This design comes from an exercise in tuning for small area on the open sky130 flow, not from production work. In this exercise RTL edits were held to simulation tests only and were not proved equivalent to the original. Power and IR drop assume default switching activity.

==> flow/design.v (excerpt) <==
module raster2d (
    input  wire        clk,
    input  wire        rst,
    input  wire        host_valid,
    output wire        host_ready,
    input  wire [4:0]  host_slot,
    input  wire [3:0]  host_be,
    input  wire [31:0] host_data,
    input  wire [15:0] cfg_base,
    input  wire [15:0] cfg_pitch,
    output wire        mem_req,
    output wire        mem_we,
    output wire [15:0] mem_addr,
    output wire [7:0]  mem_wdata,
    input  wire        mem_ready,
    input  wire [7:0]  mem_rdata,
    output wire        idle
);
Size in the first run: ~0.015 mm² of cells after synthesis.
clock: 20.0 ns
lec_check: 0
cap_margin: 10
core_margin: 2
core_utilization: 70
gpl_timing_driven: 0
slew_margin: 0
standard.sh (not shown) runs the stock make flow with config.mk's settings and CLKGATE_MAP_FILE= SYNTH_SCRIPT=/design/flow/synth_recipe.tcl, a recipe that flattens the netlist after the stock synthesis.
==> flow/flow/run.sh <==
#!/bin/bash
here=$(cd "$(dirname "$0")" && pwd)
export BUFFER_PORTS_ARGS="-buffer_cell sky130_fd_sc_hd__buf_1"
export PRE_GLOBAL_PLACE_TCL="$here/pre_gpl.tcl"
export CTS_ARGS="-sink_clustering_enable -repair_clock_nets -dont_use_dummy_load -buf_list sky130_fd_sc_hd__clkbuf_8 -sink_clustering_size 18 -sink_clustering_max_diameter 50"
bash standard.sh > standard.log 2>&1
==> flow/flow/pre_gpl.tcl <==
remove_buffers
Next try:
--- a/flow/design.v
+++ b/flow/design.v
@@ -282,23 +282,23 @@
     always @(posedge clk) begin
         if (rst) kcnt <= 4'd15;
         else if (state == S_MUL) kcnt <= kcnt - 4'd1;
     end
     always @(posedge clk) begin
         if (rst) begin
             state <= S_IDLE;
         end else begin
             case (state)
                 S_IDLE: if (go) begin
                     state <= S_MUL;
-                    tsel  <= hd[15];                  
+                    tsel  <= hd[14];                  
                     ctype <= (hd[15:13] == 3'd1) ? 2'd0 : (hd[15:13] == 3'd2) ? 2'd1 :
                              hd[14:13];
                 end
                 S_MUL:  if (kcnt == 4'd0) state <= S_ADDB;
                 S_ADDB: state <= S_ADDX;
                 S_ADDX: state <= is_line ? S_I0 : (tsel && is_patf) ? S_CPY : S_BIAS;
                 S_BIAS: state <= tsel ? S_CPY : S_J0;
                 S_CPY:  begin tsel <= 1'b0; state <= S_MUL; end
                 S_J0:   if (ph == 3'd0) state <= (z[11:0] == 12'd0) ? S_IDLE : S_I0;
                 S_I0:   state <= S_C3;
                 S_C3:   if (ph == 3'd0) state <= S_C1;    
Outcome: The new run completed without violations; cell count is about the same; fmax is higher by 0.43%; core utilization stays flat; sequential power barely changes; synthesized area stays flat; power stays flat; via count came out higher by 0.35%.

* * *

RTL: one of the versions met above, not the one the previous note started from.
Size in the first run: about 1,200 cells after synthesis, about 310 flip-flops, about 110 I/O pins, ~15,000 µm² of cells after synthesis.
Settings: LEC_CHECK=0, CAP_MARGIN=10, CORE_MARGIN=2, CORE_UTILIZATION=70, GPL_TIMING_DRIVEN=0, SLEW_MARGIN=10; clock period 20.0 ns.
==> flow/flow/run.sh <==
#!/bin/bash
# Layout flow: the standard layout (standard.sh, unchanged synthesis,
# floorplan, power grid, placement, routing), with two changes to how the
# layout is made:
# - the port buffers that global placement adds to every input and output
#   are the smallest buffer cell, sky130_fd_sc_hd__buf_1;
# - clock tree synthesis uses sky130_fd_sc_hd__clkbuf_8 with sink clusters
#   of up to 18 flip-flops within 50 um, and inserts no dummy loads.
# The make output goes to standard.log; each ORFS step logs under orfs/logs.
export BUFFER_PORTS_ARGS="-buffer_cell sky130_fd_sc_hd__buf_1"
export CTS_ARGS="-sink_clustering_enable -repair_clock_nets -dont_use_dummy_load -buf_list sky130_fd_sc_hd__clkbuf_8 -sink_clustering_size 18 -sink_clustering_max_diameter 50"
bash standard.sh > standard.log 2>&1
==> next run, changes <==
--- a/flow/design.v
+++ b/flow/design.v
@@ -54,15 +54,15 @@
     reg [2:0]  ph;
     reg        clr;          
     reg        mix3;                                     
     reg        cmp_en, cmp_ne;
     reg [7:0]  mf_latch;
     reg [1:0]  ctype;        
     reg        tsel;         
-    reg [3:0]  kcnt;
+    reg [2:0]  kcnt;
     reg [15:0] dr, sr;       
     reg [15:0] pi;           
     reg [11:0] pj;           
     reg [1:0]  eh;           
     reg        gef;          
     reg        clipf;
     reg [7:0]  sv;
@@ -93,24 +93,32 @@
     wire [15:0] xq    = use_d ? dest_x : cur_x;
     wire [15:0] yq    = use_d ? dest_y : cur_y;
     wire [2:0]  j3    = pj[2:0] + rg0[2:0];
     wire        wrap  = c_ypos ? (j3 == 3'd7) : (j3 == 3'd0);
     wire [2:0]  i3    = pi[2:0] + maj_cnt[2:0];
     wire [2:0]  off3  = (i3 ^ {3{nx}}) + {2'b00, nx};
     wire        offs  = nx && !is_line;
+    wire [7:0]  y_od  = {yq[15], yq[13], yq[11], yq[9], yq[7], yq[5], yq[3], yq[1]};
+    wire [7:0]  y_ev  = {yq[14], yq[12], yq[10], yq[8], yq[6], yq[4], yq[2], yq[0]};
+    wire [7:0]  y_pr  = {y_od[6:0], 1'b0};
+    wire        bh    = y_od[kcnt], bm = y_ev[kcnt], bl = y_pr[kcnt];
+    wire        bd_two = (bh && !bm && !bl) || (!bh && bm && bl);
+    wire        bd_one = bm ^ bl;
+    wire        bd_neg = bh && !(bm && bl);
     wire        cge   = !ph[2] && ph[1:0] != 2'd3;      
     reg  [15:0] a, b;
     reg         inv, cin;
     always @(*) begin
         a = 16'd0; b = 16'd0; inv = 1'b0; cin = 1'b0;
         case (state)
             S_IDLE: b = host_data[15:0];
             S_MUL:  begin
-                a = (kcnt == 4'd15) ? 16'd0 : {dr[14:0], 1'b0};
-                b = yq[kcnt] ? cfg_pitch : 16'd0;
+                a = (kcnt == 3'd7) ? 16'd0 : {dr[13:0], 2'b00};
+                b = bd_two ? {cfg_pitch[14:0], 1'b0} : bd_one ? cfg_pitch : 16'd0;
+                inv = bd_neg; cin = bd_neg;
             end
             S_ADDB: begin a = dr; b = cfg_base; end
             S_ADDX: begin a = dr; b = xq; end
             S_BIAS: begin a = dr; b = maj_cnt; inv = nx; cin = nx; end
             S_CPY:  a = dr;
             S_J0:   begin b = {4'd0, rg0}; inv = 1'b1; cin = 1'b1; end
             S_I0:   begin b = maj_cnt; inv = 1'b1; cin = !is_line; end
@@ -276,29 +284,29 @@
             clr <= 1'b1;
         end else begin
             ph  <= (ph == 3'd4) ? 3'd0 : ph + 3'd1;
             if (ph == 3'd4) clr <= 1'b0;
         end
     end
     always @(posedge clk) begin
-        if (rst) kcnt <= 4'd15;
-        else if (state == S_MUL) kcnt <= kcnt - 4'd1;
+        if (rst) kcnt <= 3'd7;
+        else if (state == S_MUL) kcnt <= kcnt - 3'd1;
     end
     always @(posedge clk) begin
         if (rst) begin
             state <= S_IDLE;
         end else begin
             case (state)
                 S_IDLE: if (go) begin
                     state <= S_MUL;
-                    tsel  <= hd[14];                  
+                    tsel  <= hd[15];                  
                     ctype <= (hd[15:13] == 3'd1) ? 2'd0 : (hd[15:13] == 3'd2) ? 2'd1 :
                              hd[14:13];
                 end
-                S_MUL:  if (kcnt == 4'd0) state <= S_ADDB;
+                S_MUL:  if (kcnt == 3'd0) state <= S_ADDB;
                 S_ADDB: state <= S_ADDX;
                 S_ADDX: state <= is_line ? S_I0 : (tsel && is_patf) ? S_CPY : S_BIAS;
                 S_BIAS: state <= tsel ? S_CPY : S_J0;
                 S_CPY:  begin tsel <= 1'b0; state <= S_MUL; end
                 S_J0:   if (ph == 3'd0) state <= (z[11:0] == 12'd0) ? S_IDLE : S_I0;
                 S_I0:   state <= S_C3;
                 S_C3:   if (ph == 3'd0) state <= S_C1;    
Result: Setup slack is better by 0.98 ns; synthesized area grows by 3.2%; clock-buffer cell count grows by 1; global-route usage grows by 0.86 points; clock skew grows by 0.028 ns; non-clock buffer count grows by 11.

## static timing again, ports no longer ideal
Ports are ideal in the flow. The routed layouts listed here were re-timed in OpenROAD.
Step 1 assumes that a clkbuf_16 drives the clock port and a buf_2 every other input.
Step 2 adds t to the input delays and takes it off the output delays; t is the mean of the earliest and latest rising clock arrival at the registers after step 1. Input paths then give back, and output paths get back, about the clock's delay inside the block.
a / b / c = ideal ports / drivers / drivers and shift; a / b = the first two.
run | t (ns) | slack for setup (ns) | cell pins on the clock port's net
the first run of note 1 | 0.617 | 6.312 / 6.270 / 6.887 | 1
the second run of note 1 | 0.611 | 6.371 / 6.326 / 6.660 | 1
the first run of note 2 | 0.606 | 6.668 / 6.641 / 6.641 | 1
the second run of note 2 | 0.629 | 7.644 / 7.609 / 7.609 | 1
After both steps every run listed still meets setup and hold. For the second run of note 2, which loses most, drivers alone change the setup slack by -0.035 ns; drivers and shift together by -0.035 ns.
